What follows belongs to an exercise in optimizing a design on an open flow for small area, a short achievable clock period and few clock cycles; a production flow would make more cautious choices.
RTL that was checked went through simulation tests only; none was proved equivalent to the original.
No functional check of the RTL was part of runs 5 and 7.
Power is estimated from default activity; no workload was simulated.

$ cat design/flow/config.mk
export PLATFORM = sky130hd
export DESIGN_NAME = dem_encoder
export DESIGN_NICKNAME = dem_encoder
export VERILOG_FILES = /design/flow/design.v
export SDC_FILE = /design/flow/constraint.sdc
export NUM_CORES = 4
export LEC_CHECK = 0
export CAP_MARGIN = 20
export CORE_MARGIN = 2
export CORE_UTILIZATION = 40
export CTS_BUF_LIST = sky130_fd_sc_hd__clkbuf_4 sky130_fd_sc_hd__clkbuf_8
export SETUP_SLACK_MARGIN = 5
export SLEW_MARGIN = 20
export TNS_END_PERCENT = 100
$ cat design/flow/constraint.sdc
create_clock -name core_clock -period 10.0 [get_ports {clk}]
set_input_delay 2.0000 -clock core_clock [delete_from_list [all_inputs] [get_ports {clk}]]
set_output_delay 2.0000 -clock core_clock [all_outputs]
set_load 0.01 [all_outputs]
$ cat design/flow/design.v
module dem_encoder (
    input  wire        clk,
    input  wire        rst,         
    input  wire        start,
    input  wire [15:0] in_len,      
    input  wire [15:0] out_cap,     
    output wire        busy,
    output reg         done,
    output reg         fail,
    output reg  [3:0]  cause,       
    output reg  [15:0] out_len,     
    output wire        rd_en,
    output wire [13:0] rd_addr,     
    input  wire [31:0] rd_data,
    output wire        out_valid,
    output wire [7:0]  out_data,
    input  wire        out_ready
);
    localparam [31:0] OUTW = 32'h8000_0000;
    localparam [2:0] S_SCAN = 3'd0,    
                     S_PAY  = 3'd1,    
                     S_CEND = 3'd2,    
                     S_LAST = 3'd3,    
                     S_F8   = 3'd4,    
                     S_DONE = 3'd5,    
                     S_BAD  = 3'd6;    
    localparam [1:0] K_REC = 2'd0, K_CHUNK = 2'd1, K_F8 = 2'd2;
    reg         run;
    reg  [2:0]  st;
    reg  [13:0] n_w;
    reg  [13:0] ra;           
    reg         iv;           
    reg         ilast;        
    reg         rq_v;
    reg         rq_last;
    reg  [31:0] rq;           
    reg  [31:0] p;            
    reg         bq_v;
    reg         bq_last;
    reg  [31:0] bq;           
    reg  [2:0]  bc;           
    reg         bu;           
    reg         eoi;          
    reg         rec_v;
    reg  [2:0]  t;
    reg  [8:0]  c;            
    reg  [31:0] pb;           
    reg  [3:0]  n4;           
    reg         ovf;          
    reg         first;        
    reg  [13:0] ri;           
    reg         ov;
    reg  [1:0]  oph;          
    reg  [7:0]  od;           
    reg  [8:0]  oc;
    reg  [31:0] ob;
    reg  [2:0]  onb;          
    reg         rae;          
    reg  [15:0] rem;          
    reg         room;
    function [15:0] inc16(input [15:0] x);
        reg cy; integer i;
        begin cy = 1'b1; for (i = 0; i < 16; i = i + 1) begin inc16[i] = x[i] ^ cy; cy = cy & x[i]; end end
    endfunction
    function [15:0] dec16(input [15:0] x);
        reg bw; integer i;
        begin bw = 1'b1; for (i = 0; i < 16; i = i + 1) begin dec16[i] = x[i] ^ bw; bw = bw & ~x[i]; end end
    endfunction
    function [31:0] sub32(input [31:0] a, input [31:0] b);
        reg [31:0] g, pp, gg, pg, c;
        integer i, l;
        begin
            g  = a & ~b;
            pp = a ^ ~b;
            gg = g; pg = pp;
            for (l = 0; l < 5; l = l + 1)
                for (i = 0; i < 32; i = i + 1)
                    if ((i % (2 << l)) == (2 << l) - 1) begin
                        gg[i] = gg[i] | (pg[i] & gg[i - (1 << l)]);
                        pg[i] = pg[i] & pg[i - (1 << l)];
                    end
            for (l = 3; l >= 0; l = l - 1)
                for (i = 0; i < 32; i = i + 1)
                    if (i >= (3 << l) - 1 && (i % (2 << l)) == (1 << l) - 1) begin
                        gg[i] = gg[i] | (pg[i] & gg[i - (1 << l)]);
                        pg[i] = pg[i] & pg[i - (1 << l)];
                    end
            c[0] = 1'b1;
            for (i = 1; i < 32; i = i + 1) c[i] = gg[i-1] | (pg[i-1]);
            sub32 = pp ^ c;
        end
    endfunction
    wire [31:0] d     = sub32(rq, p);
    wire        isout = (rq == OUTW);
    wire        dz    = (d == 32'd0);
    function fits(input [31:0] dv, input integer w);
        reg same;
        reg lowz;
        integer b;
        begin
            same = 1'b1;
            for (b = w - 1; b < 32; b = b + 1) same = same & (dv[b] == dv[31]);
            lowz = 1'b1;
            for (b = 0; b < w - 1; b = b + 1) lowz = lowz & ~dv[b];
            fits = same & ~(dv[31] & lowz);
        end
    endfunction
    wire f4  = fits(d, 4);
    wire f8  = fits(d, 8);
    wire f12 = fits(d, 12);
    wire f16 = fits(d, 16);
    wire f24 = fits(d, 24);
    wire unenc = ~isout & (d == 32'h8000_0000);
    reg  [2:0] cls;
    always @(*) begin
        if (isout)     cls = 3'd0;
        else if (dz)   cls = 3'd1;
        else if (f4)   cls = 3'd2;
        else if (f8)   cls = 3'd3;
        else if (f12)  cls = 3'd4;
        else if (f16)  cls = 3'd5;
        else if (f24)  cls = 3'd6;
        else           cls = 3'd7;
    end
    function [3:0] wn(input [2:0] ty);
        case (ty)
            3'd2: wn = 4'd1;  3'd3: wn = 4'd2;  3'd4: wn = 4'd3;
            3'd5: wn = 4'd4;  3'd6: wn = 4'd6;  3'd7: wn = 4'd8;
            default: wn = 4'd0;
        endcase
    endfunction
    function [31:0] wmask(input [2:0] ty);
        case (ty)
            3'd2: wmask = 32'h0000_000F;  3'd3: wmask = 32'h0000_00FF;
            3'd4: wmask = 32'h0000_0FFF;  3'd5: wmask = 32'h0000_FFFF;
            3'd6: wmask = 32'h00FF_FFFF;  3'd7: wmask = 32'hFFFF_FFFF;
            default: wmask = 32'd0;
        endcase
    endfunction
    wire [31:0] dm_c   = d & wmask(cls);
    wire [31:0] pb_add = pb | (bq << {n4[2:0], 2'b00});
    wire [4:0]  n4_add = {1'b0, n4} + {1'b0, wn(t)};
    wire        fit    = (n4_add <= 5'd8);
    wire ph_last  = (onb == 3'd0) && (oph != 2'd0 || oc <= 9'd31);
    wire move     = ov && room && out_ready;
    wire slot     = !ov || (move && ph_last);    
    wire brk      = !rec_v || bu || (bc != t) || (c == 9'd287);
    reg  consume;       
    reg  push;          
    reg  [1:0] push_k;
    reg  rewind;        
    always @(*) begin
        consume = 1'b0;
        push    = 1'b0;
        push_k  = K_REC;
        rewind  = 1'b0;
        case (st)
            S_SCAN: if (bq_v) begin
                if (!brk) consume = 1'b1;
                else if (!rec_v) consume = 1'b1;
                else if (slot) begin
                    push = 1'b1;
                    if (ovf) rewind = 1'b1;
                    else     consume = 1'b1;
                end
            end
            S_PAY: if (bq_v) begin
                if (first || fit) consume = 1'b1;
                else if (slot) begin
                    push = 1'b1; push_k = K_CHUNK; consume = 1'b1;
                end
            end
            S_CEND: if (slot) begin push = 1'b1; push_k = K_CHUNK; end
            S_LAST: if (slot) begin push = 1'b1; if (ovf) rewind = 1'b1; end
            default: ;
        endcase
    end
    wire        issue    = run && (st == S_SCAN || st == S_PAY || st == S_CEND) && !rae;
    wire [15:0] ra_inc16 = inc16({2'b00, ra});
    wire [13:0] ra_inc   = ra_inc16[13:0];
    wire        ra1e     = (ra_inc == n_w);
    wire        mab      = rq_v && (!bq_v || consume);
    wire        land     = iv && (!rq_v || mab);
    wire        drop     = iv && rq_v && !mab;
    assign busy      = run;
    assign rd_en     = issue;
    assign rd_addr   = ra;
    assign out_valid = ov && room;
    assign out_data  = od;
    wire fin_ok = run && (st == S_DONE) && (!ov || (move && ph_last));
    wire fin_f8 = run && (st == S_F8) && !ov;
    wire fin_f4 = run && ov && !room;
    wire fin_bl = run && (st == S_BAD);
    always @(posedge clk) begin
        if (rst) begin
            run  <= 1'b0;
            done <= 1'b0;
            fail <= 1'b0;
            cause <= 4'd0;
            out_len <= 16'd0;
            st   <= S_DONE;
            iv   <= 1'b0;
            rq_v <= 1'b0;
            ov   <= 1'b0;
        end else begin
            done <= 1'b0;
            if (!run) begin
                if (start) begin
                    run     <= 1'b1;
                    n_w     <= in_len[15:2];
                    ra      <= 14'd0;
                    rae     <= (in_len[15:2] == 14'd0);
                    iv      <= 1'b0;
                    rq_v    <= 1'b0;
                    bq_v    <= 1'b0;
                    p       <= 32'd0;
                    eoi     <= 1'b0;
                    rec_v   <= 1'b0;
                    ov      <= 1'b0;
                    rem     <= out_cap;
                    room    <= (out_cap != 16'd0);
                    out_len <= 16'd0;
                    if (in_len[1:0] != 2'd0)      st <= S_BAD;
                    else if (in_len[15:2] == 14'd0) st <= S_DONE;
                    else                          st <= S_SCAN;
                end
            end else if (fin_ok || fin_f8 || fin_f4 || fin_bl) begin
                run   <= 1'b0;
                done  <= 1'b1;
                fail  <= !fin_ok;
                cause <= fin_bl ? 4'd9 : fin_f8 ? 4'd8 : fin_f4 ? 4'd4 : 4'd0;
                if (!fin_ok)   out_len <= 16'd0;
                else if (move) out_len <= inc16(out_len);
                iv    <= 1'b0;
                rq_v  <= 1'b0;
                bq_v  <= 1'b0;
                ov    <= 1'b0;
            end else begin
                if (rewind) begin
                    ra   <= ri;
                    rae  <= 1'b0;
                    iv   <= 1'b0;
                    rq_v <= 1'b0;
                    bq_v <= 1'b0;
                end else begin
                    if (drop)       ra <= dec16({2'b00, ra});
                    else if (issue) ra <= ra_inc;
                    if (drop)       rae <= 1'b0;
                    else if (issue) rae <= ra1e;
                    iv    <= issue && !drop;
                    ilast <= ra1e;
                    if (land) begin
                        rq      <= rd_data;
                        rq_last <= ilast;
                        rq_v    <= 1'b1;
                    end else if (mab) begin
                        rq_v    <= 1'b0;
                    end
                    if (mab) begin
                        bq      <= dm_c;
                        bc      <= cls;
                        bu      <= unenc;
                        bq_last <= rq_last;
                        bq_v    <= 1'b1;
                        if (!isout) p <= rq;
                    end else if (consume) begin
                        bq_v    <= 1'b0;
                    end
                end
                case (st)
                    S_SCAN: if (consume) begin
                        if (!brk) begin
                            c <= inc16({7'd0, c});
                            if (t >= 3'd2) begin
                                if (fit && !ovf) begin
                                    pb <= pb_add;
                                    n4 <= n4_add[3:0];
                                end else begin
                                    ovf <= 1'b1;
                                end
                            end
                        end else begin
                            t     <= bc;
                            c     <= 9'd1;
                            pb    <= bq;
                            n4    <= wn(bc);
                            ovf   <= 1'b0;
                            rec_v <= 1'b1;
                            ri    <= ra - {12'd0, 2'd1 + {1'b0, iv} + {1'b0, rq_v}};
                            if (bu) st <= S_F8;
                        end
                        if (bq_last) begin
                            eoi <= 1'b1;
                            if (!bu) st <= S_LAST;
                        end
                    end else if (rewind) begin
                        st    <= S_PAY;
                        first <= 1'b1;
                        n4    <= 4'd0;
                    end
                    S_PAY: if (consume) begin
                        c <= dec16({7'd0, c});
                        if (fit) begin
                            pb <= pb_add;
                            n4 <= n4_add[3:0];
                        end else begin
                            pb    <= bq;
                            n4    <= wn(t);
                            first <= 1'b0;
                        end
                        if (c == 9'd1) st <= S_CEND;
                        if (bq_last) eoi <= 1'b1;
                    end
                    S_CEND: if (push) begin
                        rec_v <= 1'b0;
                        st    <= eoi ? S_DONE : S_SCAN;
                    end
                    S_LAST: if (push) begin
                        if (ovf) begin
                            st    <= S_PAY;
                            first <= 1'b1;
                            n4    <= 4'd0;
                        end else begin
                            st    <= S_DONE;
                        end
                    end
                    default: ;
                endcase
                if (push) begin
                    ov  <= 1'b1;
                    oc  <= c;
                    if (push_k == K_CHUNK) begin
                        oph <= 2'd2;
                        od  <= pb[7:0];
                        ob  <= {8'd0, pb[31:8]};
                        onb <= n4[3:1] + {2'b00, n4[0]} - 3'd1;
                    end else begin
                        oph <= 2'd0;
                        od  <= (c <= 9'd31) ? {t, c[4:0]} : {t, 5'd0};
                        ob  <= pb;
                        onb <= n4[3:1] + {2'b00, n4[0]};
                    end
                end else if (move) begin
                    if (ph_last) ov <= 1'b0;
                    if (oph == 2'd0 && oc > 9'd31) begin
                        oph <= 2'd1;
                        od  <= oc[7:0] - 8'd32;
                    end else begin
                        oph <= 2'd2;
                        od  <= ob[7:0];
                        ob  <= {8'd0, ob[31:8]};
                        onb <= onb - 3'd1;
                    end
                end
                if (move) begin
                    out_len <= inc16(out_len);
                    rem     <= dec16(rem);
                    room    <= (rem != 16'd1);
                end
            end
        end
    end
endmodule
$ cat design/flow/flow/run.sh
#!/bin/bash
# The standard layout (standard.sh: the standard synthesis and ORFS flow) with three
# changes: plain buf_1 port buffers, no CTS dummy loads, and the setup repair aimed
# 6.5 ns below the clock period. Each run's full output goes to standard.log.
set -euo pipefail
bash standard.sh SETUP_SLACK_MARGIN=6.5 \
  "BUFFER_PORTS_ARGS=-buffer_cell sky130_fd_sc_hd__buf_1" \
  "CTS_ARGS=-sink_clustering_enable -repair_clock_nets -buf_list {sky130_fd_sc_hd__clkbuf_4 sky130_fd_sc_hd__clkbuf_8} -dont_use_dummy_load" \
  finish > standard.log 2>&1
$ cat design/flow/standard.sh
#!/bin/bash
# synth_recipe.tcl (not shown) runs the flow's synth.tcl, then flattens the netlist and writes it again
# the make line also repeats each setting of config.mk as NAME=value (left out here)
make -C /OpenROAD-flow-scripts/flow DESIGN_CONFIG=/design/flow/config.mk WORK_HOME=/design/flow/orfs CLKGATE_MAP_FILE= SYNTH_SCRIPT=/design/flow/synth_recipe.tcl "${@:-finish}"
==> impl_metrics.json, run 1 <==
{
  "status": "finished clean",
  "syn_area_um2": 17400,
  "slowest_delay_ns": 0.59,
  "pre_cts_ws_ns": 4.58,
  "power.density_nw_per_um2": 126,
  "cts.sinks": 298,
  "setup_viol": 0,
  "grt_setup_unrepaired": "yes",
  "fill_cells": 3547,
  "cp.buffers_inverters": 3,
  "timing.fmax_mhz": 256,
  "hold_buffers": 0,
  "hold_viol": 0,
  "ys_seq_elements": 298,
  "antenna_found_initial": 0,
  "wl_um": 51300,
  "drc_errors": 0,
  "final_common_cell": "edfxtp_1",
  "wire_per_inst_um": 19.8,
  "coreArea_um2": 43100,
  "met2_usage_pct": 35.3,
  "fin_skew_ns": 0.0977,
  "dpl.hpwl_um": 30100,
  "drt_iter0_drc": 1028,
  "std_cell_rows": 76,
  "drv_slew": 0,
  "yosys.cell_types.count": 94,
  "drive_above_1_share_pct": 29.6,
  "clk_latency_ns": 0.66,
  "synth-warning-count": 1,
  "grt_pass1_vias": 13700,
  "die_area_um2": 45300,
  "synth_ff_type": "edfxtp_1",
  "rr_worst_depth": 14,
  "port_buffers": 113,
  "overflow": 0,
  "cts_max_level": 2,
  "synth_nets": 1848,
  "grt_pass1_wl_um": 75400,
  "postRouteAntennaNets": 0,
  "layout.nets": 2189,
  "worstPathMaxFanout": 7,
  "critical_path_class": "reg2reg",
  "ir_worst_vdd_mv": 0.127,
  "drv_cap": 0,
  "synth_seq_area_share_pct": 49.7,
  "die_h_um": 213,
  "synth_area_per_cell_um2": 10.5,
  "syn_inst": 1663,
  "end_kind": "register",
  "finalCritPeriodShare_pct": 39.1,
  "vias": 14500,
  "antenna_cells": 0,
  "root_buffer": "clkbuf_8",
  "setup_slack_ns": 6.09,
  "busiest_layer": "met2",
  "slowest_stage": "or4b_4",
  "cts_buffers": 54,
  "cp_data_arrival_time_ns": 4.34,
  "start_kind": "register",
  "clkTransAtPathRegs_ns": 0.06,
  "totalPowerFinal_w": 0.00299,
  "cp_data_required_time_ns": 10.43,
  "cp.depth": 14,
  "tightest_slew_ns": 1.03,
  "relSlewSlack_pct": 30.8,
  "path_cells": "ha_4 -> a21oi_4 -> o21ai_4 -> buf_6 -> o211ai_4 -> nand3_4 -> mux2i_1 -> or4b_4 -> or3_1 -> a32oi_2 -> o32ai_4 -> buf_6 -> buf_12 -> a211oi_2",
  "io_pins": 115,
  "fin_setup_tns_ns": 0,
  "hold_path_class": "reg2reg",
  "cts_buffer_depth": 3,
  "cp_common_cell": "buf_6",
  "p_leak_nw": 8.82,
  "start_util_pct": 40.5,
  "vias_per_cell": 5.61,
  "grt_usage_pct": 21.3,
  "synth_edf_count": 270,
  "area_growth_pct": 36.0,
  "path_delay_family": "simple AND/OR/NAND/NOR gates",
  "place_congestion": 0.848,
  "met1_usage_pct": 28.6,
  "ys_async_sr_fraction_pct": 0,
  "grt_max_degree": 45,
  "mostFrequentLayoutCells": "edfxtp_1, buf_4, nand2_1, nor2_1, buf_1",
  "min_path_cells": 0,
  "detail_route.first_pass.iterations": 6,
  "die_x_um": 213,
  "cts_tree": "yes",
  "gr-usage-met3_pct": 3.57,
  "period_minus_slack_ns": 3.91
}
-- routing by layer --
layer  routed length [um]  vias up
met3                 3030      116
met4                 1620        0
met1                21700     7047
met2                25000      507
li1                     -     6844
met5                    0        -
-- stage by stage --
stage / hold slack [ns] / util (%) / instances / area (um^2)
2_1_floorplan: 0.400 / - / 1663 / 17900
3_3_place_gp: 0.404 / 43.5 / 2293 / 18700
3_5_place_dp: 0.410 / 43.5 / 2294 / 18700
4_1_cts: 0.427 / 51.6 / 2501 / 22200
5_1_grt: 0.431 / 55.0 / 2587 / 23700
6_report: 0.423 / 55.0 / 2587 / 23700
-- flip-flops by register name, indices dropped and copies added, names as in the netlist, 4 cells and up --
register	count
bq	32
ob	32
p	32
pb	32
rq	32
out_len	16
rem	16
n_w	14
ra	14
ri	14
c	9
oc	9
od	8
n4	4
-- area by class of cell --
class / count / area (um^2) / share of cell area, %
Multi-Input combinational cell: 1180 / 9850 / 41.5
Sequential cell: 298 / 8690 / 36.6
Tap cell: 585 / 732 / 3.09
Clock buffer: 54 / 743 / 3.14
Timing Repair Buffer: 359 / 3260 / 13.8
Timing Repair inverter: 1 / 5.00 / 0.0211
Inverter: 110 / 427 / 1.80
-- logic make-up after synthesis --
| logic type | Yosys count | share of synthesized area (%) |
|---|---|---|
| multiplexers | 44 | 2.83 |
| AND/OR/NAND/NOR | 552 | 15.6 |
| adder cells (fa/ha/maj) | 117 | 8.49 |
| buffers and inverters | 192 | 4.36 |
| AO/OA/AOI/OAI | 386 | 15.3 |
| XOR/XNOR | 73 | 3.67 |
| other | 1 | 0.0215 |
| flip-flops | 298 | 49.7 |
-- power breakdown --
group / switching (W) / internal (W) / leakage (nW)
Combinational: 0.000340 / 0.000275 / 5.74
Sequential: 0.0000286 / 0.00141 / 2.69
Clock: 0.000463 / 0.000471 / 0.388
-- cells in the mapped netlist, drive strengths merged (33+ instances only) --
library cell | count | area, um^2
nor3 | 64 | 320
nor2 | 139 | 524
edfxtp | 270 | 8110
a211oi | 34 | 255
and2 | 42 | 263
a21oi | 94 | 478
nand3 | 33 | 183
xnor2 | 42 | 368
o21ai | 84 | 428
clkbuf | 62 | 235
ha | 115 | 1440
nand2 | 148 | 556
inv | 109 | 412
-- path summary, 6_finish.rpt --
check        slack (ns)       startpoint                 to
max                6.09  rq[1]$_DFFE_PP_   bq[13]$_DFFE_PP_
min                0.42  ilast$_DFFE_PP_  rq_last$_DFFE_PP_
max reg2reg        6.09  rq[1]$_DFFE_PP_   bq[13]$_DFFE_PP_
min reg2reg        0.42  ilast$_DFFE_PP_  rq_last$_DFFE_PP_
-- what timing repair did --
action | in CTS | in global routing
setup buffers | 134 | 72
pin swaps | 81 | 89
endpoints found under the setup margin | 369 | 340
cloned | 19 | 14
gates resized for setup | 235 | 139
Testbench counts, summed over its fixed seeds: cycles 44,927.
==> run 2: changes to the inputs <==
==> design/flow/flow/run.sh (replaced) <==
#!/bin/bash
# The standard layout (standard.sh: the standard synthesis and ORFS flow) with three
# changes: plain buf_1 port buffers, no CTS dummy loads, and the setup repair aimed
# 7 ns below the clock period. Each run's full output goes to standard.log.
set -euo pipefail
bash standard.sh SETUP_SLACK_MARGIN=7 \
  "BUFFER_PORTS_ARGS=-buffer_cell sky130_fd_sc_hd__buf_1" \
  "CTS_ARGS=-sink_clustering_enable -repair_clock_nets -buf_list {sky130_fd_sc_hd__clkbuf_4 sky130_fd_sc_hd__clkbuf_8} -dont_use_dummy_load" \
  finish > standard.log 2>&1
==> run 2 against run 1 <==
Effect of this change: fmax hardly changed; setup slack improved by 0.0018 ns; highest routed layer unchanged; still clean on timing, DRC and antenna; sequential cell count is the same; sequential power barely moved; combinational power grew 17%; final cell count rose by 4.4%; non-clock buffer count increased by 111.
==> impl_metrics.json, run 2 <==
{
  "synth_area_leader_cell": "edfxtp_1",
  "synth_nets": 1848,
  "drv_cap": 0,
  "cts_buffer_depth": 3,
  "hold_buffers": 0,
  "cts_max_level": 2,
  "grt_pass1_vias": 14700,
  "status": "finished clean",
  "yosysTopAreaCellShare_pct": 46.5,
  "synth.cells.most_frequent": "edfxtp_1, nand2_1, nor2_1",
  "start_kind": "register",
  "grt_pass1_wl_um": 82200,
  "timing.fmax_mhz": 256,
  "pre_cts_ws_ns": 4.44,
  "cts_tree": "yes",
  "synth_area_leaders": "edfxtp_1, ha_1, dfxtp_1",
  "start_util_pct": 40.5,
  "synth_ff_type": "edfxtp_1",
  "finalCritPeriodShare_pct": 39.1,
  "postRouteAntennaNets": 0,
  "io_pins": 115,
  "grt_usage_pct": 23.4,
  "layout.nets": 2302,
  "place_congestion": 0.842,
  "end_kind": "register",
  "hold_path_class": "reg2reg",
  "synth-warning-count": 1,
  "yosysMostFrequentCell": "edfxtp_1",
  "synth_seq_area_share_pct": 49.7,
  "vias_per_cell": 5.66,
  "setup_slack_ns": 6.09,
  "critical_path_class": "reg2reg",
  "cts.sinks": 298,
  "wl_um": 55300,
  "synth_area_per_cell_um2": 10.5,
  "seq_area_um2": 8720,
  "synth_edf_count": 270,
  "slowest_stage": "edfxtp_1",
  "cp_data_required_time_ns": 10.29,
  "cp_data_arrival_time_ns": 4.21,
  "tightest_slew_ns": 0.983,
  "setup_viol": 0,
  "overflow": 0,
  "worstSetupStartpoint": "t[2]$_DFFE_PP_",
  "path_cells": "xnor2_1 -> nor2_1 -> ha_2 -> inv_2 -> fa_2 -> xor2_2 -> nand3b_1 -> a211o_4 -> a32oi_4 -> o211ai_1 -> nand2_2 -> nand4_1 -> buf_6 -> a21oi_4 -> buf_12",
  "hold_viol": 0,
  "cts_buffers": 54,
  "mostFrequentLayoutCells": "edfxtp_1, buf_4, nor2_1, nand2_1, buf_6",
  "die_area_um2": 45300,
  "final_common_cell": "edfxtp_1",
  "clkTransAtPathRegs_ns": 0.06,
  "syn_area_um2": 17400,
  "multi_input_area_um2": 10700,
  "clk_latency_ns": 0.68,
  "drt_iter0_drc": 1236,
  "timing.rr.start": "t[2]$_DFFE_PP_",
  "die_x_um": 213,
  "detail_route.first_pass.iterations": 6,
  "holdCritStartpoint": "rq_last$_DFFE_PP_",
  "port_buffers": 113,
  "area_growth_pct": 49.6,
  "p_leak_nw": 9.79,
  "relSlewSlack_pct": 34.0,
  "grt_setup_unrepaired": "yes",
  "antenna_found_initial": 0,
  "drv_slew": 0,
  "fin_skew_ns": 0.113,
  "grt_max_degree": 44,
  "coreArea_um2": 43100,
  "worstPathMaxFanout": 16,
  "vias": 15300,
  "wire_per_inst_um": 20.5,
  "std_cell_rows": 76,
  "drive_above_1_share_pct": 41.9,
  "yosys.cell_types.count": 94,
  "fin_setup_tns_ns": 0,
  "power.density_nw_per_um2": 119,
  "root_buffer": "clkbuf_8",
  "antenna_cells": 0,
  "dpl.hpwl_um": 30300,
  "period_minus_slack_ns": 3.91,
  "die_h_um": 213,
  "drc_errors": 0,
  "ir_worst_vdd_mv": 0.105,
  "syn_inst": 1663,
  "fill_cells": 3291,
  "ys_async_sr_fraction_pct": 0,
  "ys_seq_elements": 298,
  "slowest_delay_ns": 0.46,
  "totalPowerFinal_w": 0.00310
}
run 2: cell count changes in the layout (fill, tap and decap cells not counted), moves of 14 or more:
cell	before	now
nand2_2	5	22
ha_4	45	66
a22oi_2	2	29
buf_6	49	108
buf_1	110	65
clkbuf_2	0	14
buf_4	147	209
a22oi_1	28	1
nand2_1	140	111
ha_1	56	35
o21ai_0	73	53
dfxtp_1	23	2
dfxtp_2	0	17
run 2: through the flow:
step	area (um^2)	hold WS, ns	util (%)	cells
finish	26100	0.424	60.5	2700
global placement	19100	0.402	44.4	2292
detailed placement	19100	0.411	44.4	2292
CTS	24400	0.411	56.6	2579
global route	26100	0.443	60.5	2700
floorplan	18300	0.400	-	1663
run 2: timing repair:
action,4_1_cts,5_1_grt
resized for setup,494,167
pin swaps,110,108
buffers inserted,192,118
endpoints found under the setup margin,465,457
gates cloned,41,3
run 2: power breakdown:
group	internal (W)	switching [W]	leakage, nW
Clock	0.000471	0.000473	0.388
Combinational	0.000342	0.000380	6.70
Sequential	0.00141	0.0000216	2.70
run 2: logic make-up after synthesis:
group | after synthesis | synth area share, %
buffers and inverters | 192 | 4.36
AND/OR/NAND/NOR | 552 | 15.6
flip-flops | 298 | 49.7
multiplexers | 44 | 2.83
XOR/XNOR | 73 | 3.67
AO/OA/AOI/OAI | 386 | 15.3
adder cells (fa/ha/maj) | 117 | 8.49
other | 1 | 0.0215
run 2: metal layers:
layer / part of all wire, % / vias up / wire [um] / track usage [%]
met3: 6.8 / 138 / 3750 / 4.24
li1: - / 7079 / - / -
met2: 49 / 594 / 27100 / 39.2
met4: 3.5 / 0 / 1930 / 9.04
met5: 0 / - / 0 / 0
met1: 41 / 7472 / 22600 / 30.2
run 2: layout make-up:
class | instances | share of cell area, %
multi-input combinational | 1182 | 41.0
inverter | 110 | 1.66
tap | 585 | 2.81
timing repair inverter | 1 | 0.0192
timing repair buffer | 470 | 18.2
sequential | 298 | 33.5
clock buffer | 54 | 2.85
run 2: worst paths after layout:
check                        end  slack, ns  cells after the start
max          p[28]$_SDFFCE_PN0P_       6.09                     15
min reg2reg    bq_last$_DFFE_PP_       0.42                      0
max reg2reg  p[28]$_SDFFCE_PN0P_       6.09                     15
min            bq_last$_DFFE_PP_       0.42                      0
run 2: worst max-delay path: cells and delay by family (launching register included):
family / cells / cell delay [ns]
xor+xnor: 2 / 0.33
buf+inv: 3 / 0.39
compound gates: 4 / 1.04
flops: 1 / 0.46
fa+ha+maj: 2 / 0.58
simple gates: 4 / 0.69
==> run 3: changes to the inputs <==
==> design/flow/flow/run.sh (replaced) <==
#!/bin/bash
# The standard layout (standard.sh: the standard synthesis and ORFS flow) with three
# changes: plain buf_1 port buffers, no CTS dummy loads, and the setup repair aimed
# 6 ns below the clock period. Each run's full output goes to standard.log.
set -euo pipefail
bash standard.sh SETUP_SLACK_MARGIN=6 \
  "BUFFER_PORTS_ARGS=-buffer_cell sky130_fd_sc_hd__buf_1" \
  "CTS_ARGS=-sink_clustering_enable -repair_clock_nets -buf_list {sky130_fd_sc_hd__clkbuf_4 sky130_fd_sc_hd__clkbuf_8} -dont_use_dummy_load" \
  finish > standard.log 2>&1
==> run 3 against run 2 <==
Effect of this change: sequential cell count unchanged; first-iteration DRC count decreased by 11%; non-clock buffer count shrank 261; core utilization down 12 points; critical path depth stayed put; combinational power shrank 35%; fmax is 0.71% lower; final area down 20%.
==> impl_metrics.json, run 3 <==
{
  "status": "finished clean",
  "synthMuxAreaShare_pct": 2.83,
  "cts_max_level": 2,
  "die_h_um": 213,
  "p_switching_w": 0.000758,
  "cp_data_required_time_ns": 10.31,
  "drc_errors": 0,
  "synth_fa_ha_area_share_pct": 8.49,
  "drv_cap": 0,
  "synth_edf_count": 270,
  "synth_seq_area_share_pct": 49.7,
  "start_util_pct": 40.5,
  "p_clk_share_pct": 32.2,
  "synth.cells.most_frequent": "edfxtp_1, nand2_1, nor2_1",
  "totalPowerFinal_w": 0.00281,
  "ys_async_sr_fraction_pct": 0,
  "worstPathMaxFanout": 8,
  "critical_path_class": "reg2reg",
  "antenna_cells": 0,
  "yosys.cell_types.count": 94,
  "path_delay_family": "compound AO/OA/AOI/OAI gates",
  "hold_path_class": "reg2reg",
  "dpl.hpwl_um": 29700,
  "syn_area_um2": 17400,
  "grt_max_degree": 46,
  "drv_slew": 0,
  "power.density_nw_per_um2": 136,
  "synth-xor-area-share_pct": 3.67,
  "wl_um": 44000,
  "grt_pass1_vias": 12600,
  "synth-warning-count": 1,
  "port_buffers": 113,
  "synth_top_family_by_area": "simple AND/OR/NAND/NOR gates",
  "synth_area_leaders": "edfxtp_1, ha_1, dfxtp_1",
  "combPwrFrac_pct": 16.7,
  "fin_skew_ns": 0.0814,
  "placed_area_um2": 18500,
  "std_cell_rows": 76,
  "holdWs_ns": 0.419,
  "cts_buffers": 52,
  "area_growth_pct": 18.9,
  "hold_buffers": 0,
  "place_congestion": 0.861,
  "postRouteAntennaNets": 0,
  "path_cells": "xnor2_1 -> nor2_1 -> ha_2 -> inv_2 -> fa_2 -> xor2_2 -> nand3b_1 -> a211o_4 -> a32oi_4 -> o211ai_1 -> nand2_1 -> nand4_1 -> buf_6 -> a21oi_4 -> clkbuf_16",
  "synth_area_leader_cell": "edfxtp_1",
  "drt_iter0_drc": 1103,
  "timing.fmax_mhz": 254,
  "p_leak_nw": 7.68,
  "detail_route.first_pass.iterations": 5,
  "cts_buffer_depth": 3,
  "grt_usage_pct": 18.9,
  "grt_pass1_wl_um": 67700,
  "vias": 13400,
  "finalCritPeriodShare_pct": 39.4,
  "final_common_cell": "edfxtp_1",
  "layout.nets": 2033,
  "dp_cells": 2293,
  "relSlewSlack_pct": 31.4,
  "layout.cells.non_filler": 2431,
  "root_buffer": "clkbuf_8",
  "synth_compound_area_share_pct": 15.3,
  "ys_seq_elements": 298,
  "slowest_delay_ns": 0.45,
  "cts.sinks": 298,
  "cts_tree": "yes",
  "tightest_slew_ns": 1.03,
  "p_seq_share_pct": 51.2,
  "cp.buffers_inverters": 3,
  "synth_ff_type": "edfxtp_1",
  "hold_viol": 0,
  "grt_setup_unrepaired": "yes",
  "mostFrequentLayoutCells": "edfxtp_1, nand2_1, nor2_1, buf_1, inv_1",
  "antenna_found_initial": 0,
  "yosysMostFrequentCell": "edfxtp_1",
  "clk_latency_ns": 0.64,
  "coreArea_um2": 43100,
  "die_x_um": 213,
  "setup_viol": 0,
  "die_area_um2": 45300,
  "vias_per_cell": 5.52,
  "synthSimpleGateAreaFrac_pct": 15.6,
  "overflow": 0,
  "yosysTopAreaCellShare_pct": 46.5,
  "cp_data_arrival_time_ns": 4.25,
  "power.internal_w": 0.00206,
  "end_kind": "register",
  "wire_per_inst_um": 18.1,
  "fill_cells": 4004,
  "switching_share_pct": 27.0,
  "slowest_stage": "edfxtp_1",
  "synth_nets": 1848,
  "ir_worst_vdd_mv": 0.114,
  "synth_area_per_cell_um2": 10.5,
  "fin_setup_tns_ns": 0,
  "clkTransAtPathRegs_ns": 0.06,
  "start_kind": "register",
  "io_pins": 115,
  "final_area_um2": 20700,
  "drive_above_1_share_pct": 17.0,
  "period_minus_slack_ns": 3.94,
  "syn_inst": 1663
}
## run 3: cell counts after synthesis
Identical to the previous run, type by type.
## run 3: cell families after synthesis
| group | after synthesis |
|---|---|
| flip-flops | 298 |
| other | 1 |
| AND/OR/NAND/NOR | 552 |
| AO/OA/AOI/OAI | 386 |
| adder cells (fa/ha/maj) | 117 |
| XOR/XNOR | 73 |
| buffers and inverters | 192 |
| multiplexers | 44 |
## run 3: metrics by stage
stage / setup slack, ns / util (%)
after CTS: 6.00 / 46.3
after global routing: 5.91 / 48.1
final: 6.06 / 48.1
after global placement: 4.66 / 42.9
after floorplan: 5.58 / -
after detailed placement: 4.59 / 42.9
## run 3: worst paths after layout
check	startpoint	to	slack, ns	cells after the start
worst min-delay path	rq_last$_DFFE_PP_	bq_last$_DFFE_PP_	0.42	0
worst max-delay path	t[1]$_DFFE_PP_	p[7]$_SDFFCE_PN0P_	6.06	15
worst min register to register	rq_last$_DFFE_PP_	bq_last$_DFFE_PP_	0.42	0
worst max register to register	t[1]$_DFFE_PP_	p[7]$_SDFFCE_PN0P_	6.06	15
## run 3: timing repair
| action | in CTS | in global routing |
|---|---|---|
| setup buffers | 34 | 47 |
| gates cloned | 3 | 2 |
| endpoints found under the setup margin | 328 | 231 |
| pin swaps | 20 | 43 |
| gates resized for setup | 74 | 75 |
| endpoints found under the hold margin | 0 | 0 |
## run 3: worst reg2reg max path: stages, from the launching register on
cell and delay (ns):
edfxtp_1 0.45, xnor2_1 0.16, nor2_1 0.17, ha_2 0.22
inv_2 0.04, fa_2 0.36, xor2_2 0.20, nand3b_1 0.14
a211o_4 0.38, a32oi_4 0.25, o211ai_1 0.26, nand2_1 0.20
nand4_1 0.11, buf_6 0.15, a21oi_4 0.27, clkbuf_16 0.24
## run 3: metal layers
metal / track usage (%) / vias up / routed length (um)
met2: 30.4 / 382 / 20600
met3: 3.24 / 69 / 2360
met4: 5.74 / 0 / 923
met5: 0 / - / 0
met1: 26.3 / 6446 / 20100
li1: - / 6530 / -
## run 3: cell type report
cell class | count | area, um^2 | share of cell area [%]
multi-input combinational | 1176 | 8870 | 42.8
inverter | 110 | 420 | 2.03
sequential | 298 | 8670 | 41.8
timing repair inverter | 1 | 5.00 | 0.0241
clock buffer | 52 | 716 | 3.45
tap | 585 | 732 | 3.53
timing repair buffer | 209 | 1320 | 6.34
## run 3: power groups by stage
stage / registers [W] / logic (W) / clock network, W
2_1_floorplan: 0.00146 / 0.000291 / 0
3_3_place_gp: 0.00147 / 0.000374 / 0
3_5_place_dp: 0.00147 / 0.000379 / 0
4_1_cts: 0.00144 / 0.000423 / 0.000933
5_1_grt: 0.00144 / 0.000519 / 0.000983
6_report: 0.00144 / 0.000469 / 0.000905
==> run 4: changes to the inputs <==
--- a/design/flow/config.mk
+++ b/design/flow/config.mk
@@ -8,5 +8,5 @@
 export CAP_MARGIN = 20
 export CORE_MARGIN = 2
-export CORE_UTILIZATION = 40
+export CORE_UTILIZATION = 65
 export CTS_BUF_LIST = sky130_fd_sc_hd__clkbuf_4 sky130_fd_sc_hd__clkbuf_8
 export SETUP_SLACK_MARGIN = 5
==> run 4 against run 3 <==
Effect of this change: still clean on timing, DRC and antenna; final area decreased by 2.5%; critical endpoint is now bq[10]$_DFFE_PP_; via count increased by 2.3%; clock skew is 0.016 ns lower; register-to-register slack lost 0.03 ns; clock power decreased by 5.7%; power decreased by 1.9%; sequential share of layout area grew 1.0 points; non-clock buffer count decreased by 16; synthesized cell count unchanged; die area down 38%; combinational power is essentially flat.
==> impl_metrics.json, run 4 <==
{
  "syn_inst": 1663,
  "combPwrFrac_pct": 17.0,
  "holdWs_ns": 0.418,
  "hold_path_end": "bq_last$_DFFE_PP_",
  "p_seq_share_pct": 52.1,
  "yosysMostFrequentCell": "edfxtp_1",
  "vias_per_cell": 6.35,
  "drv_cap": 0,
  "finalCritPeriodShare_pct": 39.7,
  "grt_pass1_vias": 12900,
  "cp_data_arrival_time_ns": 4.26,
  "antenna_found_initial": 0,
  "timing.rr.start": "rq[20]$_DFFE_PP_",
  "status": "finished clean",
  "grt_max_degree": 66,
  "fin_setup_tns_ns": 0,
  "worstPathMaxFanout": 8,
  "clk_latency_ns": 0.59,
  "coreArea_um2": 26200,
  "overflow": 0,
  "holdCritStartpoint": "rq_last$_DFFE_PP_",
  "drive_above_1_share_pct": 15.9,
  "ys_seq_elements": 298,
  "mostFrequentLayoutCells": "edfxtp_1, nand2_1, nor2_1, buf_1, inv_1",
  "synth.cells.most_frequent": "edfxtp_1, nand2_1, nor2_1",
  "drt_iter0_drc": 1337,
  "p_switching_w": 0.000738,
  "start_util_pct": 66.5,
  "drv_slew": 0,
  "die_h_um": 168,
  "synth_area_leader_cell": "edfxtp_1",
  "wl_um": 43000,
  "ys_async_sr_fraction_pct": 0,
  "vias": 13700,
  "start_kind": "register",
  "end_kind": "register",
  "cts_tree": "yes",
  "detail_route.first_pass.iterations": 6,
  "io_pins": 115,
  "fin_skew_ns": 0.0649,
  "port_buffers": 113,
  "root_buffer": "clkbuf_8",
  "die_area_um2": 28100,
  "rr_worst_depth": 13,
  "synth_area_leaders": "edfxtp_1, ha_1, dfxtp_1",
  "cts_buffer_depth": 3,
  "yosys.cell_types.count": 94,
  "hold_viol": 0,
  "min_path_cells": 0,
  "hold_path_class": "reg2reg",
  "hold_buffers": 0,
  "ir_worst_vdd_mv": 0.115,
  "rr_endpoint": "bq[10]$_DFFE_PP_",
  "synth_edf_count": 270,
  "period_minus_slack_ns": 3.97,
  "cp_data_required_time_ns": 10.29,
  "yosysTopAreaCellShare_pct": 46.5,
  "postRouteAntennaNets": 0,
  "drc_errors": 0,
  "antenna_cells": 0,
  "cts_buffers": 49,
  "die_x_um": 168,
  "synth_nets": 1848,
  "setup_viol": 0,
  "final_common_cell": "edfxtp_1",
  "path_cells": "ha_4 -> and3_2 -> and2_1 -> a221o_1 -> o21a_1 -> buf_4 -> nor4b_2 -> o31ai_1 -> nor4_4 -> a22oi_2 -> buf_4 -> o21ai_4 -> nor2_1",
  "r2r_slack_ns": 6.03,
  "grt_pass1_wl_um": 67100,
  "area_growth_pct": 16.0,
  "grt_usage_pct": 29.6,
  "dpl.hpwl_um": 28700,
  "p_clk_share_pct": 30.9,
  "layout.nets": 2016,
  "cts_max_level": 2,
  "timing.fmax_mhz": 252,
  "tightest_slew_ns": 1.08,
  "cp.buffers_inverters": 2,
  "cts.sinks": 298,
  "place_congestion": 0.913,
  "syn_area_um2": 17400,
  "critical_path_class": "reg2reg",
  "std_cell_rows": 59,
  "path_delay_family": "compound AO/OA/AOI/OAI gates",
  "switching_share_pct": 26.7,
  "slowest_stage": "nor4b_2",
  "synth_ff_type": "edfxtp_1",
  "grt_setup_unrepaired": "yes",
  "synth_area_per_cell_um2": 10.5,
  "wire_per_inst_um": 19.9,
  "synth_seq_area_share_pct": 49.7,
  "slowest_delay_ns": 0.49,
  "p_leak_nw": 7.59,
  "relSlewSlack_pct": 27.6,
  "synth-warning-count": 1,
  "power.internal_w": 0.00202,
  "power.density_nw_per_um2": 137,
  "clkTransAtPathRegs_ns": 0.06,
  "cp_common_cell": "buf_4"
}
==> run 4: layout make-up <==
cell class	count	area, um^2
well taps	335	419
inverters	110	419
clock buffers	49	674
fillers	1728	5990
repair buffers	193	1100
repair inverters	1	5.00
multi-input cells	1178	8930
flip-flops and latches	298	8670
==> run 4: what timing repair did <==
item / 4_1_cts / 5_1_grt
setup buffers: 39 / 29
endpoints found under the setup margin: 333 / 255
pin swaps: 18 / 27
gates cloned: 5 / 1
resized for setup: 79 / 59
==> run 4: worst max path at each step <==
stage	startpoint	end	slack, ns	cells past startpoint
floorplan	out_ready	bc[0]$_DFFE_PP_	5.58	8
global placement	out_ready	ob[20]$_DFFE_PP_	4.43	8
detailed placement	out_ready	ob[16]$_DFFE_PP_	4.35	8
CTS	rq[12]$_DFFE_PP_	bc[0]$_DFFE_PP_	6.00	16
global route	rq[0]$_DFFE_PP_	bq[15]$_DFFE_PP_	5.86	12
finish	rq[20]$_DFFE_PP_	bq[10]$_DFFE_PP_	6.03	13
==> run 4: logic make-up after synthesis <==
family          share of synthesized area (%)
other cells                            0.0215
mux                                      2.83
xor+xnor                                 3.67
simple gates                             15.6
flops                                    49.7
compound gates                           15.3
fa+ha+maj                                8.49
buf+inv                                  4.36
==> run 4: metrics by stage <==
step	setup slack (ns)	util [%]	power (W)	instance area [um^2]	std cells
2_1_floorplan	5.58	-	0.00175	17600	1663
3_3_place_gp	4.43	69.3	0.00184	18100	2041
3_5_place_dp	4.35	69.3	0.00185	18100	2041
4_1_cts	6.00	75.0	0.00273	19700	2134
5_1_grt	5.86	77.1	0.00287	20200	2164
6_report	6.03	77.1	0.00276	20200	2164
==> run 4: power by group through the flow <==
stage	logic, W	clock network [W]	registers (W)
after floorplan	0.000291	0	0.00146
after global placement	0.000376	0	0.00146
after detailed placement	0.000386	0	0.00146
after CTS	0.000423	0.000868	0.00144
after global routing	0.000512	0.000917	0.00144
final	0.000469	0.000853	0.00144
==> run 4: layer usage <==
| metal | wire (um) | global-route usage (%) |
|---|---|---|
| met5 | 0 | 0 |
| met3 | 2970 | 4.44 |
| met1 | 17900 | 40.3 |
| met4 | 1540 | 11.5 |
| met2 | 20600 | 48.2 |
==> run 5: changes to the inputs <==
--- a/design/flow/design.v
+++ b/design/flow/design.v
@@ -47,4 +47,5 @@
     reg  [31:0] pb;           
     reg  [3:0]  n4;           
+    reg  [3:0]  kl;           
     reg         ovf;          
     reg         first;        
@@ -141,5 +142,11 @@
     wire [31:0] pb_add = pb | (bq << {n4[2:0], 2'b00});
     wire [4:0]  n4_add = {1'b0, n4} + {1'b0, wn(t)};
-    wire        fit    = (n4_add <= 5'd8);
+    wire        fit    = (kl != 4'd0);
+    function [3:0] km1(input [2:0] ty);
+        case (ty)
+            3'd2: km1 = 4'd7;  3'd3: km1 = 4'd3;  3'd4: km1 = 4'd1;
+            3'd5: km1 = 4'd1;  default: km1 = 4'd0;
+        endcase
+    endfunction
     wire ph_last  = (onb == 3'd0) && (oph != 2'd0 || oc <= 9'd31);
     wire move     = ov && room && out_ready;
@@ -276,4 +283,5 @@
                                     pb <= pb_add;
                                     n4 <= n4_add[3:0];
+                                    kl <= kl - 4'd1;
                                 end else begin
                                     ovf <= 1'b1;
@@ -285,4 +293,5 @@
                             pb    <= bq;
                             n4    <= wn(bc);
+                            kl    <= km1(bc);
                             ovf   <= 1'b0;
                             rec_v <= 1'b1;
@@ -298,4 +307,5 @@
                         first <= 1'b1;
                         n4    <= 4'd0;
+                        kl    <= km1(t) + 4'd1;
                     end
                     S_PAY: if (consume) begin
@@ -304,7 +314,9 @@
                             pb <= pb_add;
                             n4 <= n4_add[3:0];
+                            kl <= kl - 4'd1;
                         end else begin
                             pb    <= bq;
                             n4    <= wn(t);
+                            kl    <= km1(t);
                             first <= 1'b0;
                         end
@@ -321,4 +333,5 @@
                             first <= 1'b1;
                             n4    <= 4'd0;
+                            kl    <= km1(t) + 4'd1;
                         end else begin
                             st    <= S_DONE;
--- a/design/flow/config.mk
+++ b/design/flow/config.mk
@@ -8,5 +8,5 @@
 export CAP_MARGIN = 20
 export CORE_MARGIN = 2
-export CORE_UTILIZATION = 65
+export CORE_UTILIZATION = 40
 export CTS_BUF_LIST = sky130_fd_sc_hd__clkbuf_4 sky130_fd_sc_hd__clkbuf_8
 export SETUP_SLACK_MARGIN = 5
==> run 5 against run 4 <==
Effect of this change: still clean on timing, DRC and antenna; sequential cell count grew 4; setup slack got worse by 0.14 ns; clock power increased by 7.7%; synthesized cell count increased by 0.66%; die area rose by 61%; first-iteration DRC count decreased by 22%; fmax down 3.3%; combinational power fell by about 10%; synthesized area increased by 0.40%; clock skew grew 0.027 ns; sequential power barely moved; critical path type unchanged; largest cell class unchanged; largest power group unchanged; highest routed layer unchanged.
==> impl_metrics.json, run 5 <==
{
  "period_minus_slack_ns": 4.11,
  "ys_seq_elements": 302,
  "synth_area_leaders": "edfxtp_1, ha_1, nor2_1",
  "power.internal_w": 0.00205,
  "overflow": 0,
  "wire_per_inst_um": 18.6,
  "drive_above_1_share_pct": 15.3,
  "met2_usage_pct": 32.1,
  "gr-usage-met3_pct": 3.09,
  "slowest_stage": "edfxtp_1",
  "status": "finished clean",
  "place_congestion": 0.889,
  "start_util_pct": 40.5,
  "ys_async_sr_fraction_pct": 0,
  "synth-warning-count": 1,
  "die_h_um": 213,
  "cts.sinks": 302,
  "hold_path_class": "reg2reg",
  "worstPathMaxFanout": 7,
  "yosysMostFrequentCell": "edfxtp_1",
  "dpl.hpwl_um": 30400,
  "cts_max_level": 2,
  "synth.cells.most_frequent": "edfxtp_1, nor2_1, nand2_1",
  "cts_buffer_depth": 3,
  "drc_errors": 0,
  "p_seq_share_pct": 52.1,
  "relSlewSlack_pct": 28.2,
  "grt_setup_unrepaired": "yes",
  "fin_setup_tns_ns": 0,
  "grt_max_degree": 79,
  "grt_pass1_wl_um": 71600,
  "yosys.cell_types.count": 89,
  "combPwrFrac_pct": 15.1,
  "hold_viol": 0,
  "wl_um": 45400,
  "timing.fmax_mhz": 244,
  "final_common_cell": "edfxtp_1",
  "synth_area_leader_cell": "edfxtp_1",
  "io_pins": 115,
  "synth_area_per_cell_um2": 10.5,
  "ir_worst_vdd_mv": 0.100,
  "cts_tree": "yes",
  "p_leak_nw": 7.79,
  "synth_edf_count": 274,
  "cp_data_arrival_time_ns": 4.45,
  "cts_buffers": 53,
  "fin_skew_ns": 0.0918,
  "finalCritPeriodShare_pct": 41.1,
  "port_buffers": 113,
  "coreArea_um2": 43200,
  "syn_inst": 1674,
  "cp.buffers_inverters": 0,
  "grt_pass1_vias": 13200,
  "die_area_um2": 45400,
  "syn_area_um2": 17500,
  "mostFrequentLayoutCells": "edfxtp_1, nand2_1, nor2_1, buf_1",
  "area_growth_pct": 17.8,
  "start_kind": "register",
  "holdWs_ns": 0.420,
  "tightest_slew_ns": 1.06,
  "path_cells": "ha_4 -> nand2_1 -> o21a_1 -> a211oi_4 -> nor3_2 -> or3_1 -> a2111oi_2 -> nand4_1 -> nor4_4 -> a31oi_4 -> or3_4 -> and3_4",
  "power.density_nw_per_um2": 136,
  "hold_buffers": 0,
  "yosysTopAreaCellShare_pct": 47.0,
  "clkTransAtPathRegs_ns": 0.06,
  "vias_per_cell": 5.60,
  "vias": 13600,
  "setup_viol": 0,
  "postRouteAntennaNets": 0,
  "die_x_um": 213,
  "path_delay_family": "simple AND/OR/NAND/NOR gates",
  "cp_data_required_time_ns": 10.34,
  "end_kind": "register",
  "r2r_slack_ns": 5.89,
  "critical_path_class": "reg2reg",
  "detail_route.first_pass.iterations": 5,
  "p_switching_w": 0.000743,
  "layout.nets": 2038,
  "synth_seq_area_share_pct": 50.2,
  "synth_nets": 1859,
  "antenna_found_initial": 1,
  "slowest_delay_ns": 0.44,
  "clk_latency_ns": 0.66,
  "root_buffer": "clkbuf_8",
  "p_clk_share_pct": 32.9,
  "drv_cap": 0,
  "switching_share_pct": 26.6,
  "met1_usage_pct": 27.6,
  "grt_usage_pct": 20.1,
  "drv_slew": 0,
  "synth_ff_type": "edfxtp_1",
  "busiest_layer": "met2",
  "drt_iter0_drc": 1045,
  "std_cell_rows": 76
}
[run 5: path summary, 6_finish.rpt]
| kind | start | endpoint | cells past startpoint |
|---|---|---|---|
| worst min register to register | rq_last$_DFFE_PP_ | bq_last$_DFFE_PP_ | 0 |
| worst max register to register | rq[3]$_DFFE_PP_ | bq[8]$_DFFE_PP_ | 12 |
| worst min-delay path | rq_last$_DFFE_PP_ | bq_last$_DFFE_PP_ | 0 |
| worst max-delay path | rq[3]$_DFFE_PP_ | bq[8]$_DFFE_PP_ | 12 |
[run 5: layout make-up]
cell class                      instances  area (um^2)
Antenna cell                            1         2.50
Fill cell                            4066        22600
Multi-Input combinational cell       1195         8810
Inverter                              104          390
Clock buffer                           53          729
Tap cell                              585          732
Timing Repair Buffer                  197         1160
Sequential cell                       302         8790
[run 5: timing repair]
action	4_1_cts	5_1_grt
gates cloned	7	1
pin swaps	31	30
resized for setup	81	51
endpoints found under the setup margin	242	194
buffers inserted	49	13
[run 5: routing by layer]
metal	vias up	part of all wire [%]
met2	444	46
met3	81	5.7
met1	6554	45
met5	-	0
met4	0	2.8
li1	6558	-
[run 5: cells by family after synthesis]
logic type | Yosys count | synth area share (%)
simple gates | 577 | 16.0
compound gates | 376 | 14.5
flops | 302 | 50.2
buf+inv | 183 | 4.04
fa+ha+maj | 117 | 8.45
xor+xnor | 73 | 3.65
mux | 45 | 3.18
other cells | 1 | 0.0214
[run 5: power groups by stage]
stage                     registers, W  logic, W  clock network (W)
after floorplan                0.00147  0.000261                  0
after global placement         0.00148  0.000349                  0
after detailed placement       0.00148  0.000357                  0
after CTS                      0.00145  0.000397           0.000947
after global routing           0.00146  0.000467           0.000996
final                          0.00145  0.000421           0.000919
[run 5: metrics by stage]
| stage | util [%] | std cells | worst slack, ns | instance area [um^2] | power, W |
|---|---|---|---|---|---|
| floorplan | - | 1674 | 5.50 | 17700 | 0.00173 |
| global placement | 43.2 | 2313 | 4.68 | 18700 | 0.00183 |
| detailed placement | 43.2 | 2313 | 4.56 | 18700 | 0.00184 |
| CTS | 46.9 | 2422 | 5.94 | 20300 | 0.00280 |
| global route | 47.8 | 2437 | 5.72 | 20600 | 0.00292 |
| finish | 47.8 | 2437 | 5.89 | 20600 | 0.00279 |
==> run 6: changes to the inputs <==
--- a/design/flow/design.v
+++ b/design/flow/design.v
@@ -39,4 +39,5 @@
     reg         bq_last;
     reg  [31:0] bq;           
+    reg  [4:0]  bk;           
     reg  [2:0]  bc;           
     reg         bu;           
@@ -139,6 +140,7 @@
         endcase
     endfunction
-    wire [31:0] dm_c   = d & wmask(cls);
-    wire [31:0] pb_add = pb | (bq << {n4[2:0], 2'b00});
+    wire [31:0] dm     = {bq[31:24] & {8{bk[4]}}, bq[23:16] & {8{bk[3]}}, bq[15:12] & {4{bk[2]}},
+                          bq[11:8] & {4{bk[1]}}, bq[7:4] & {4{bk[0]}}, bq[3:0]};
+    wire [31:0] pb_add = pb | (dm << {n4[2:0], 2'b00});
     wire [4:0]  n4_add = {1'b0, n4} + {1'b0, wn(t)};
     wire        fit    = (kl != 4'd0);
@@ -265,5 +267,6 @@
                     end
                     if (mab) begin
-                        bq      <= dm_c;
+                        bq      <= d;
+                        bk      <= {~f24, ~f16, ~f12, ~f8, ~f4};
                         bc      <= cls;
                         bu      <= unenc;
@@ -291,5 +294,5 @@
                             t     <= bc;
                             c     <= 9'd1;
-                            pb    <= bq;
+                            pb    <= dm;
                             n4    <= wn(bc);
                             kl    <= km1(bc);
@@ -316,5 +319,5 @@
                             kl <= kl - 4'd1;
                         end else begin
-                            pb    <= bq;
+                            pb    <= dm;
                             n4    <= wn(t);
                             kl    <= km1(t);
==> run 6 against run 5 <==
Effect of this change: non-clock buffer count shrank 32; sequential cell count rose by 5; core utilization decreased by 1.5 points; synthesized cell count grew 3.0%; count of clock-buffer cells in the layout up 2; global-route usage decreased by 0.46 points; power rose by 2.1%; synthesized area rose by 1.1%; first-iteration DRC count is 8.4% lower; via count down 0.36%; hold slack gained 0.0023 ns; largest cell class is now flip-flops and latches; sequential power grew 3%.
==> impl_metrics.json, run 6 <==
{
  "met1_usage_pct": 27.0,
  "detail_route.first_pass.iterations": 7,
  "ir_worst_vdd_mv": 0.103,
  "grt_pass1_wl_um": 72300,
  "synthMuxAreaShare_pct": 1.47,
  "synth_edf_count": 279,
  "syn_area_um2": 17700,
  "root_buffer": "clkbuf_8",
  "critical_path_class": "in2reg",
  "synth-xor-area-share_pct": 3.71,
  "relSlewSlack_pct": 34.6,
  "vias": 13600,
  "drive_above_1_share_pct": 11.6,
  "dpl.hpwl_um": 30900,
  "place_congestion": 0.866,
  "layout.nets": 2043,
  "setup_slack_ns": 6.09,
  "status": "finished clean",
  "cts.sinks": 307,
  "drv_cap": 0,
  "drc_errors": 0,
  "vias_per_cell": 5.55,
  "synth_area_leaders": "edfxtp_1, ha_1, nand2_1",
  "synth-warning-count": 1,
  "final_common_cell": "edfxtp_1",
  "grt_pass1_vias": 13100,
  "p_leak_nw": 7.46,
  "holdWs_ns": 0.422,
  "busiest_layer": "met2",
  "path_delay_family": "simple AND/OR/NAND/NOR gates",
  "power.density_nw_per_um2": 140,
  "synth_nets": 1909,
  "final_area_um2": 20300,
  "antenna_found_initial": 0,
  "tightest_slew_ns": 0.977,
  "antenna_cells": 0,
  "slowest_delay_ns": 0.30,
  "placed_area_um2": 18800,
  "overflow": 0,
  "cp_data_arrival_time_ns": 4.20,
  "mostFrequentLayoutCells": "edfxtp_1, nand2_1, nor2_1, inv_1, o21ai_0",
  "hold_buffers": 0,
  "synth_compound_area_share_pct": 16.1,
  "postRouteAntennaNets": 0,
  "synth_fa_ha_area_share_pct": 8.36,
  "drv_slew": 0,
  "ys_seq_elements": 307,
  "hold_viol": 0,
  "synthSimpleGateAreaFrac_pct": 15.2,
  "post-route-util_pct": 46.3,
  "port_buffers": 113,
  "cts_max_level": 2,
  "fin_setup_tns_ns": 0,
  "die_x_um": 214,
  "grt_setup_unrepaired": "yes",
  "cp.buffers_inverters": 2,
  "wire_per_inst_um": 18.6,
  "synth.cells.most_frequent": "edfxtp_1, nand2_1, nor2_1",
  "clkTransAtPathRegs_ns": 0.05,
  "synth_top_family_by_area": "compound AO/OA/AOI/OAI gates",
  "cts_buffer_depth": 3,
  "ys_async_sr_fraction_pct": 0,
  "fill_cells": 4228,
  "yosys.cell_types.count": 95,
  "grt_usage_pct": 19.6,
  "finalCritPeriodShare_pct": 39.1,
  "path_cells": "clkbuf_2 -> nand2_8 -> nor3b_4 -> a21boi_4 -> o211a_1 -> nor2_2 -> nand2_2 -> o21ai_2 -> nand3_2 -> o21a_4 -> nor2_4 -> buf_12",
  "yosysMostFrequentCell": "edfxtp_1",
  "multi_input_area_um2": 8500,
  "std_cell_rows": 77,
  "synth_area_leader_cell": "edfxtp_1",
  "synth_seq_area_share_pct": 50.5,
  "cts_tree": "yes",
  "slowest_stage": "o21a_4",
  "fin_skew_ns": 0.0711,
  "synth_area_per_cell_um2": 10.3,
  "hold_path_class": "reg2reg",
  "yosysTopAreaCellShare_pct": 47.4,
  "end_kind": "register",
  "clk_latency_ns": 0.65,
  "drt_iter0_drc": 957,
  "met2_usage_pct": 31.9,
  "start_util_pct": 40.3,
  "pre_cts_ws_ns": 4.02,
  "seq_area_um2": 8940,
  "die_area_um2": 45900,
  "cp_data_required_time_ns": 10.29,
  "synth_ff_type": "edfxtp_1",
  "die_h_um": 214,
  "io_pins": 115,
  "area_growth_pct": 15.0,
  "coreArea_um2": 43900,
  "cts_buffers": 55,
  "syn_inst": 1724,
  "gr-usage-met3_pct": 3.29,
  "grt_max_degree": 62,
  "wl_um": 45600,
  "worstPathMaxFanout": 13,
  "timing.fmax_mhz": 256,
  "start_kind": "primary input",
  "period_minus_slack_ns": 3.91,
  "setup_viol": 0
}
run 6: kinds of logic after synthesis:
logic type / Yosys count
adders and majority gates: 117
AOI/OAI and AO/OA: 432
buffers and inverters: 208
other: 1
muxes: 25
DFF: 307
and+or+nand+nor: 560
xor gates and xnor gates: 74
run 6: worst reg2reg max path, delay by kind of cell, from the launching register on:
kind                       cells  cell delay (ns)
and+or+nand+nor                6             1.31
adders and majority gates      2             0.67
DFF                            1             0.42
AOI/OAI and AO/OA              6             1.19
buffers and inverters          1             0.16
run 6: path summary, 6_finish.rpt:
path | start | endpoint | slack [ns] | cells past startpoint
setup / recovery | out_ready | p[2]$_SDFFCE_PN0P_ | 6.09 | 12
hold / removal | rq_last$_DFFE_PP_ | bq_last$_DFFE_PP_ | 0.42 | 0
setup reg to reg | rq[6]$_DFFE_PP_ | bc[0]$_SDFFCE_PN0P_ | 6.12 | 15
hold reg to reg | rq_last$_DFFE_PP_ | bq_last$_DFFE_PP_ | 0.42 | 0
run 6: layout make-up:
cell class | instances | area share [%]
Clock buffer | 55 | 3.72
Inverter | 115 | 2.12
Multi-Input combinational cell | 1214 | 41.8
Sequential cell | 307 | 44.0
Tap cell | 592 | 3.64
Timing Repair Buffer | 165 | 4.76
run 6: through the flow:
| step | power [W] | instances |
|---|---|---|
| 2_1_floorplan | 0.00177 | 1724 |
| 3_3_place_gp | 0.00187 | 2351 |
| 3_5_place_dp | 0.00188 | 2351 |
| 4_1_cts | 0.00288 | 2436 |
| 5_1_grt | 0.00299 | 2448 |
| 6_report | 0.00285 | 2448 |
run 6: power by group:
part	internal, W	switching (W)
clock network	0.000479	0.000463
registers	0.00145	0.0000315
logic	0.000166	0.000261
run 6: timing repair:
| item | 4_1_cts | 5_1_grt |
|---|---|---|
| cloned | 7 | 0 |
| resized for setup | 48 | 35 |
| buffers inserted | 23 | 12 |
| setup endpoints to repair | 233 | 154 |
| pin swaps | 17 | 8 |
run 6: per-layer routing:
layer	up-vias	wire length [um]
li1	6586	-
met1	6527	20600
met2	394	21400
met3	81	2520
met4	0	1050
met5	-	0
Testbench counts of run 6, summed over its fixed seeds: cycles 44,927.
==> run 7: changes to the inputs <==
--- a/design/flow/design.v
+++ b/design/flow/design.v
@@ -152,42 +152,26 @@
     endfunction
     wire ph_last  = (onb == 3'd0) && (oph != 2'd0 || oc <= 9'd31);
+    wire olast    = ov && room && ph_last;       
     wire move     = ov && room && out_ready;
-    wire slot     = !ov || (move && ph_last);    
     wire brk      = !rec_v || bu || (bc != t) || (c == 9'd287);
-    reg  consume;       
-    reg  push;          
-    reg  [1:0] push_k;
-    reg  rewind;        
-    always @(*) begin
-        consume = 1'b0;
-        push    = 1'b0;
-        push_k  = K_REC;
-        rewind  = 1'b0;
-        case (st)
-            S_SCAN: if (bq_v) begin
-                if (!brk) consume = 1'b1;
-                else if (!rec_v) consume = 1'b1;
-                else if (slot) begin
-                    push = 1'b1;
-                    if (ovf) rewind = 1'b1;
-                    else     consume = 1'b1;
-                end
-            end
-            S_PAY: if (bq_v) begin
-                if (first || fit) consume = 1'b1;
-                else if (slot) begin
-                    push = 1'b1; push_k = K_CHUNK; consume = 1'b1;
-                end
-            end
-            S_CEND: if (slot) begin push = 1'b1; push_k = K_CHUNK; end
-            S_LAST: if (slot) begin push = 1'b1; if (ovf) rewind = 1'b1; end
-            default: ;
-        endcase
-    end
+    wire s_scan   = (st == S_SCAN);
+    wire s_pay    = (st == S_PAY);
+    wire c_free   = bq_v && ((s_scan && (!brk || !rec_v)) || (s_pay && (first || fit)));
+    wire want     = (bq_v && ((s_scan && brk && rec_v) || (s_pay && !(first || fit))))
+                 || (st == S_CEND) || (st == S_LAST);
+    wire c_wp     = (s_scan && !ovf) || s_pay;
+    wire push_n   = want && !ov;
+    wire push_r   = want && olast;
+    wire push     = push_n || (push_r && out_ready);
+    wire consume  = c_free || (c_wp && push);
+    wire [1:0] push_k = s_scan || (st == S_LAST) ? K_REC : K_CHUNK;
+    wire rewind   = push && (s_scan || (st == S_LAST)) && ovf;
     wire        issue    = run && (st == S_SCAN || st == S_PAY || st == S_CEND) && !rae;
     wire [15:0] ra_inc16 = inc16({2'b00, ra});
     wire [13:0] ra_inc   = ra_inc16[13:0];
     wire        ra1e     = (ra_inc == n_w);
-    wire        mab      = rq_v && (!bq_v || consume);
+    wire        mab_n    = rq_v && (!bq_v || c_free || (c_wp && push_n));
+    wire        mab_r    = rq_v && c_wp && push_r;
+    wire        mab      = mab_n || (mab_r && out_ready);
     wire        land     = iv && (!rq_v || mab);
     wire        drop     = iv && rq_v && !mab;
==> run 7 against run 6 <==
Effect of this change: still clean; clock skew down 0.023 ns; non-clock buffer count is 8 lower; combinational power up 11%; count of clock-buffer cells in the layout decreased by 4; synthesized cell count grew 0.93%; final cell count increased by 0.12%; register-to-register slack got worse by 0.09 ns; setup slack worse by 0.054 ns; first-iteration DRC count increased by 19%; sequential cell count did not move; fmax decreased by 1.4%.
==> impl_metrics.json, run 7 <==
{
  "io_pins": 115,
  "layout.cells.non_filler": 2451,
  "die_area_um2": 46300,
  "tightest_slew_ns": 0.937,
  "wire_per_inst_um": 18.0,
  "status": "finished clean",
  "drc_errors": 0,
  "drv_cap": 0,
  "critical_path_class": "reg2reg",
  "cts_buffer_depth": 3,
  "end_kind": "register",
  "synth-warning-count": 1,
  "p_seq_share_pct": 52.2,
  "hold_viol": 0,
  "synthMuxAreaShare_pct": 2.48,
  "synth-xor-area-share_pct": 3.63,
  "cp_data_arrival_time_ns": 4.33,
  "synth.cells.most_frequent": "edfxtp_1, nand2_1, nor2_1",
  "antenna_found_initial": 1,
  "yosysMostFrequentCell": "edfxtp_1",
  "clk_latency_ns": 0.64,
  "grt_usage_pct": 18.9,
  "fin_skew_ns": 0.0483,
  "synth_compound_area_share_pct": 14.6,
  "hold_path_class": "reg2reg",
  "fin_setup_tns_ns": 0,
  "syn_inst": 1740,
  "grt_pass1_vias": 13100,
  "wl_um": 44100,
  "yosys.cell_types.count": 88,
  "drt_iter0_drc": 1137,
  "cts_buffers": 51,
  "worstSetupStartpoint": "rq[22]$_DFFE_PP_",
  "p_leak_nw": 7.43,
  "synth_seq_area_share_pct": 50.1,
  "synth_edf_count": 279,
  "synth_top_family_by_area": "simple AND/OR/NAND/NOR gates",
  "area_growth_pct": 13.8,
  "final_common_cell": "edfxtp_1",
  "die_h_um": 215,
  "vias_per_cell": 5.59,
  "relSlewSlack_pct": 37.0,
  "cts.sinks": 307,
  "grt_max_degree": 81,
  "root_buffer": "clkbuf_8",
  "setup_viol": 0,
  "std_cell_rows": 77,
  "p_clk_share_pct": 31.4,
  "dp_cells": 2369
}
==> run 7: routing by layer <==
metal | track usage [%] | vias up | share of wire, % | routed length (um)
li1 | - | 6655 | - | -
met1 | 26.6 | 6569 | 46 | 20100
met2 | 29.7 | 408 | 46 | 20400
met3 | 2.99 | 81 | 5.7 | 2500
met4 | 6.21 | 0 | 2.4 | 1040
met5 | 0 | - | 0 | 0
==> run 7: worst min path at each step <==
stage / startpoint / end / slack, ns / depth (start not counted)
final: rq_last$_DFFE_PP_ / bq_last$_DFFE_PP_ / 0.42 / 0
after global routing: rq_last$_DFFE_PP_ / bq_last$_DFFE_PP_ / 0.44 / 0
after CTS: rq_last$_DFFE_PP_ / bq_last$_DFFE_PP_ / 0.42 / 0
after detailed placement: rq_last$_DFFE_PP_ / bq_last$_DFFE_PP_ / 0.41 / 0
after global placement: rq_last$_DFFE_PP_ / bq_last$_DFFE_PP_ / 0.40 / 0
after floorplan: rq_last$_DFFE_PP_ / bq_last$_DFFE_PP_ / 0.40 / 0
==> run 7: cells by family (layout without fill, tap and decap cells) <==
family / count (synthesis) / count (layout)
fa+ha+maj: 117 / 117
flops: 307 / 307
mux: 38 / 38
other cells: 1 / 2
xor+xnor: 74 / 74
compound gates: 398 / 399
simple gates: 604 / 605
buf+inv: 201 / 317
==> run 7: what timing repair did <==
action,in CTS,in global routing
resized for setup,30,46
setup endpoints to repair,239,158
gates cloned,2,2
pin swaps,7,16
setup buffers,13,13
==> run 7: power by group through the flow <==
stage | Clock [W] | Sequential (W) | Combinational (W)
final | 0.000900 | 0.00150 | 0.000472
after global routing | 0.000977 | 0.00150 | 0.000527
after CTS | 0.000927 | 0.00150 | 0.000449
after detailed placement | 0 | 0.00152 | 0.000424
after global placement | 0 | 0.00152 | 0.000415
after floorplan | 0 | 0.00151 | 0.000323
==> run 7: layout make-up <==
| cell class | count | area (um^2) | share of cell area (%) |
|---|---|---|---|
| flip-flops and latches | 307 | 8940 | 44.1 |
| inverters | 108 | 409 | 2.02 |
| multi-input cells | 1234 | 8640 | 42.6 |
| repair buffers | 157 | 855 | 4.21 |
| repair inverters | 1 | 5.00 | 0.0247 |
| diodes | 1 | 2.50 | 0.0123 |
| clock buffers | 51 | 702 | 3.46 |
| well taps | 592 | 741 | 3.65 |
==> run 7: per-stage QoR <==
stage | setup WS, ns | utilization [%] | power (W) | cell area [um^2]
after floorplan | 5.11 | - | 0.00183 | 18000
after global placement | 4.80 | 42.9 | 0.00194 | 18900
after detailed placement | 4.62 | 42.9 | 0.00195 | 18900
after CTS | 5.99 | 45.2 | 0.00287 | 19900
after global routing | 5.87 | 46.0 | 0.00300 | 20300
final | 6.03 | 46.0 | 0.00287 | 20300
==> run 7: critical path: stages (launching register included) <==
cell       delay, ns
edfxtp_1        0.42
ha_2            0.42
and4_2          0.29
nand3_2         0.14
or4_4           0.55
o211a_4         0.18
xnor2_1         0.15
nand4bb_1       0.22
or4_4           0.54
o32a_1          0.40
o41ai_2         0.32
a21oi_1         0.10

Check on run 7: ideal ports give 6.033 ns setup slack; a clkbuf_16 on the clock port and buf_2 on the inputs give 6.033 ns; moving port delays by the midpoint clock arrival (0.666 ns) as well gives 5.453 ns.
